Background: an optimization exercise with open tools, aiming at small area. Do not read the settings as production practice. Function was checked by simulation only, so behaviour that the tests miss may differ from the original. Power figures rest on the tool's default switching activity, not on a simulated workload.

== the baseline ==
Design colmux_scan, start of the top module:
module colmux_scan (
    input  wire        clk_scan,
    input  wire        rst_scan_n,    
    input  wire [4:0]  row_i,         
    input  wire [2:0]  wave_i,        
    input  wire        ack_t_i,       
    output wire        ser_o,
    output wire        srclk_o,
    output wire        rclk_o,
    output wire [15:0] sstat_o,
    output wire        req_t_o,       
    output wire [43:0] bundle_o       
);
Size: about 760 cells after synthesis, ~240 flip-flops, ~0.0098 mm2 of cells after synthesis.
==> flow/config.mk <==
export PLATFORM = sky130hd
export DESIGN_NAME = colmux_scan
export DESIGN_NICKNAME = colmux_scan
export VERILOG_FILES = /design/flow/design.v
export SDC_FILE = /design/flow/constraint.sdc
export NUM_CORES = 4
export LEC_CHECK = 0
export CAP_MARGIN = 20
export CORE_MARGIN = 2
export CORE_UTILIZATION = 40
export SLEW_MARGIN = 20
==> flow/constraint.sdc <==
create_clock -name core_clock -period 10.0 [get_ports {clk_scan}]
set_input_delay 2.0000 -clock core_clock [delete_from_list [all_inputs] [get_ports {clk_scan}]]
set_output_delay 2.0000 -clock core_clock [all_outputs]
set_load 0.01 [all_outputs]
run.sh (not shown) runs the stock make flow with config.mk's settings and CLKGATE_MAP_FILE= SYNTH_SCRIPT=/design/flow/synth_recipe.tcl, a recipe that flattens the netlist after the stock synthesis.
Both conditions hold for the baseline: the flow ran to the end and the final layout passed the timing, DRC and antenna checks.
For the candidate, these inputs were changed with respect to the baseline:
- putting CTS_CLUSTER_SIZE at 20 where nothing was set
- putting CTS_BUF_LIST at sky130_fd_sc_hd__clkbuf_2 sky130_fd_sc_hd__clkbuf_4 sky130_fd_sc_hd__clkbuf_8 where nothing was set
Findings:
The candidate — vias after detailed routing 0.77% higher, the baseline as reference. Across both runs, total detailed-routing wirelength was higher for the candidate than for the baseline. Reported net switching power: lower on the candidate. Comparing internal power of the cells for the baseline and the candidate, the smaller number came from the candidate. In the candidate, overall power is lower than in the baseline. In terms of hold slack, the candidate and the baseline differ only marginally. Compared the baseline against the candidate; sequential share of layout area within noise. Compared with the baseline, the candidate shows a lower first-pass detailed-route iteration total.


colmux_scan, a different RTL version from the one above (not shown whole).
For scale: ~230 flip-flops, roughly 75 I/O pins, about 8900 um2 of cells after synthesis.
==> flow/design.v (excerpt) <==
module colmux_scan(clk_scan, rst_scan_n, row_i, wave_i, ack_t_i, ser_o, srclk_o, rclk_o, sstat_o, req_t_o, bundle_o);
clock: 10.0 ns
lec_check: 0
abc_area: 1
cap_margin: 20
core_margin: 2
core_utilization: 40
slew_margin: 20
standard.sh (not shown) runs the stock make flow with config.mk's settings and CLKGATE_MAP_FILE= SYNTH_SCRIPT=/design/flow/synth_recipe.tcl, a recipe that flattens the netlist after the stock synthesis.
==> flow/flow/run.sh <==
#!/bin/bash
# Standard layout, with a leaner clock tree (larger sink clusters, no dummy
# loads) and the smallest buffer on each port. Logs: flow.log and orfs/logs/.
set -euo pipefail
bash standard.sh \
  "CTS_ARGS=-sink_clustering_enable -repair_clock_nets -sink_clustering_size 10 -sink_clustering_max_diameter 50 -buf_list sky130_fd_sc_hd__clkbuf_4 -dont_use_dummy_load" \
  "BUFFER_PORTS_ARGS=-buffer_cell sky130_fd_sc_hd__buf_1" \
  finish > flow.log 2>&1
Edit:
--- a/flow/flow/run.sh
+++ b/flow/flow/run.sh
@@ -2,2 +2,5 @@
-# Standard layout, with a leaner clock tree (larger sink clusters, no dummy
-# loads) and the smallest buffer on each port. Logs: flow.log and orfs/logs/.
+# Standard layout, with three changes: every combinational cell starts from
+# its smallest drive after floorplan (flow/downsize.tcl; repair_design later
+# upsizes or buffers where needed), a leaner clock tree (clkbuf_4 clusters of
+# at most 10 sinks, no dummy loads) and the smallest buffer on each port.
+# Logs: flow.log here and ORFS's own logs under orfs/logs/.
@@ -5,0 +9 @@
+  "POST_FLOORPLAN_TCL=$PWD/flow/downsize.tcl" \
==> flow/flow/downsize.tcl (new file) <==
# Run after floorplan (POST_FLOORPLAN_TCL): give every combinational cell the
# smallest drive strength of its family. Timing has ample slack at this
# period; placement's repair_design then restores drive wherever slew,
# capacitance or fanout call for it. Registers and clock cells are left alone.
set db [ord::get_db]
set block [ord::get_db_block]
set dont_use $::env(DONT_USE_CELLS)
set swapped 0
set saved 0
foreach inst [$block getInsts] {
  set master [$inst getMaster]
  set name [$master getName]
  if {![regexp {^(sky130_fd_sc_hd__[a-z0-9]+?)_([0-9]+)$} $name -> base drive]} { continue }
  if {[regexp {__(df|edf|sdf|dl|tap|fill|decap|conb|clk|lpflow|probe)} $base]} { continue }
  set best $master
  set best_area [expr {[$master getWidth] * [$master getHeight]}]
  foreach d {0 1 2 3 4 6 8 12 16} {
    set cand_name ${base}_$d
    if {[lsearch -exact $dont_use $cand_name] >= 0} { continue }
    set cand [$db findMaster $cand_name]
    if {$cand eq "NULL"} { continue }
    set a [expr {[$cand getWidth] * [$cand getHeight]}]
    if {$a < $best_area} {
      set best $cand
      set best_area $a
    }
  }
  if {$best ne $master} {
    set saved [expr {$saved + [$master getWidth] * [$master getHeight] - $best_area}]
    $inst swapMaster $best
    incr swapped
  }
}
puts "downsize: $swapped cells swapped to their smallest drive, [expr {$saved / 1e6}] um2 saved"
The changed run went through all stages and came out clean. Cell area went down by 1.7%. Count of clock-buffer cells in the layout stays the same. Via count went down by 1.8%. Area after synthesis is unchanged.
Edit:
==> flow/flow/run.sh (replaced) <==
#!/bin/bash
# Standard layout, with four changes:
# - synthesis is the standard flow's own, but extract_fa is skipped and ABC maps with an
#   area-oriented script
#   (flow/synth.tcl, flow/abc_amap.script);
# - every combinational cell starts from its smallest drive after floorplan
#   (flow/downsize.tcl; repair_design later upsizes or buffers where needed);
# - a leaner clock tree (clkbuf_4 clusters of at most 10 sinks, no dummy loads);
# - the smallest buffer on each port.
# Logs: flow.log here and ORFS's own logs under orfs/logs/.
set -euo pipefail
bash standard.sh \
  "SYNTH_SCRIPT=$PWD/flow/synth.tcl" \
  "POST_FLOORPLAN_TCL=$PWD/flow/downsize.tcl" \
  "CTS_ARGS=-sink_clustering_enable -repair_clock_nets -sink_clustering_size 6 -sink_clustering_max_diameter 30 -buf_list sky130_fd_sc_hd__clkbuf_2 -dont_use_dummy_load" \
  "BUFFER_PORTS_ARGS=-buffer_cell sky130_fd_sc_hd__buf_1" \
  finish > flow.log 2>&1
==> flow/flow/abc_amap.script (new file) <==
strash
dch -f
amap
topo
==> flow/flow/synth.tcl (new file) <==
# The standard synthesis (synth_recipe.tcl in the work folder, run
# unchanged), except for the combinational mapping: Yosys's extract_fa (which
# pulls XOR/AND pairs out as half/full adder cells before ABC sees them) is
# skipped, and ABC maps with an area-oriented script (abc_amap.script beside
# this file) instead of ORFS's abc_area/abc_speed script. Registers are
# mapped before ABC runs, so their names and cell types are those of the
# standard synthesis.
set flow_dir [file dirname [file normalize [info script]]]
set ::amap_script [file join $flow_dir abc_amap.script]
proc abc {args} {
  set i [lsearch -exact $args -script]
  if {$i >= 0 && [regexp {abc_(area|speed)\.script$} [lindex $args [expr {$i + 1}]]]} {
    lset args [expr {$i + 1}] $::amap_script
    puts "flow/synth.tcl: ABC script replaced by $::amap_script"
  }
  yosys abc {*}$args
}
proc extract_fa {args} {
  puts "flow/synth.tcl: extract_fa skipped"
}
source [file join [file dirname $flow_dir] synth_recipe.tcl]
--- a/flow/config.mk
+++ b/flow/config.mk
@@ -11 +11 @@
-export CORE_UTILIZATION = 40
+export CORE_UTILIZATION = 65
- via count drops slightly
- final cell count drops by about a fifth
- final area drops by a few percent

## what the ideal ports hide
How much do the figures lean on ideal ports? The routed layouts below were timed once more, with nothing changed but the port constraints.
Step 1, drivers: a clkbuf_16 drives clk_scan and a buf_2 each remaining input, both assumed.
Step 2 adds t to the input delays and takes it off the output delays; t is the mean of the earliest and latest rising clock arrival at the registers after step 1. Input paths then give back, and output paths get back, about the clock's delay inside the block.
Slacks: ideal / step 1 / step 2; pairs: ideal / step 1.
run | t, ns | setup WS [ns] | clock arrival spread, ns | slew at the worst register clock pin (ns) | pins driven straight from the clock port
the baseline | 0.551 | 4.648 / 4.604 / 5.155 | 0.020 / 0.020 | 0.06 / 0.06 | 1
the candidate | 0.548 | 4.672 / 4.633 / 5.182 | 0.020 / 0.021 | 0.06 / 0.06 | 1
the first run of note 2 | 0.632 | 5.160 / 5.127 / 5.759 | 0.050 / 0.050 | 0.11 / 0.11 | 1
the second run of note 2 | 0.657 | 5.057 / 5.021 / 5.679 | 0.081 / 0.081 | 0.11 / 0.11 | 1
the third run of note 2 | 0.740 | 3.824 / 3.791 / 4.531 | 0.089 / 0.088 | 0.11 / 0.11 | 1
After both steps every run listed still meets setup and hold.
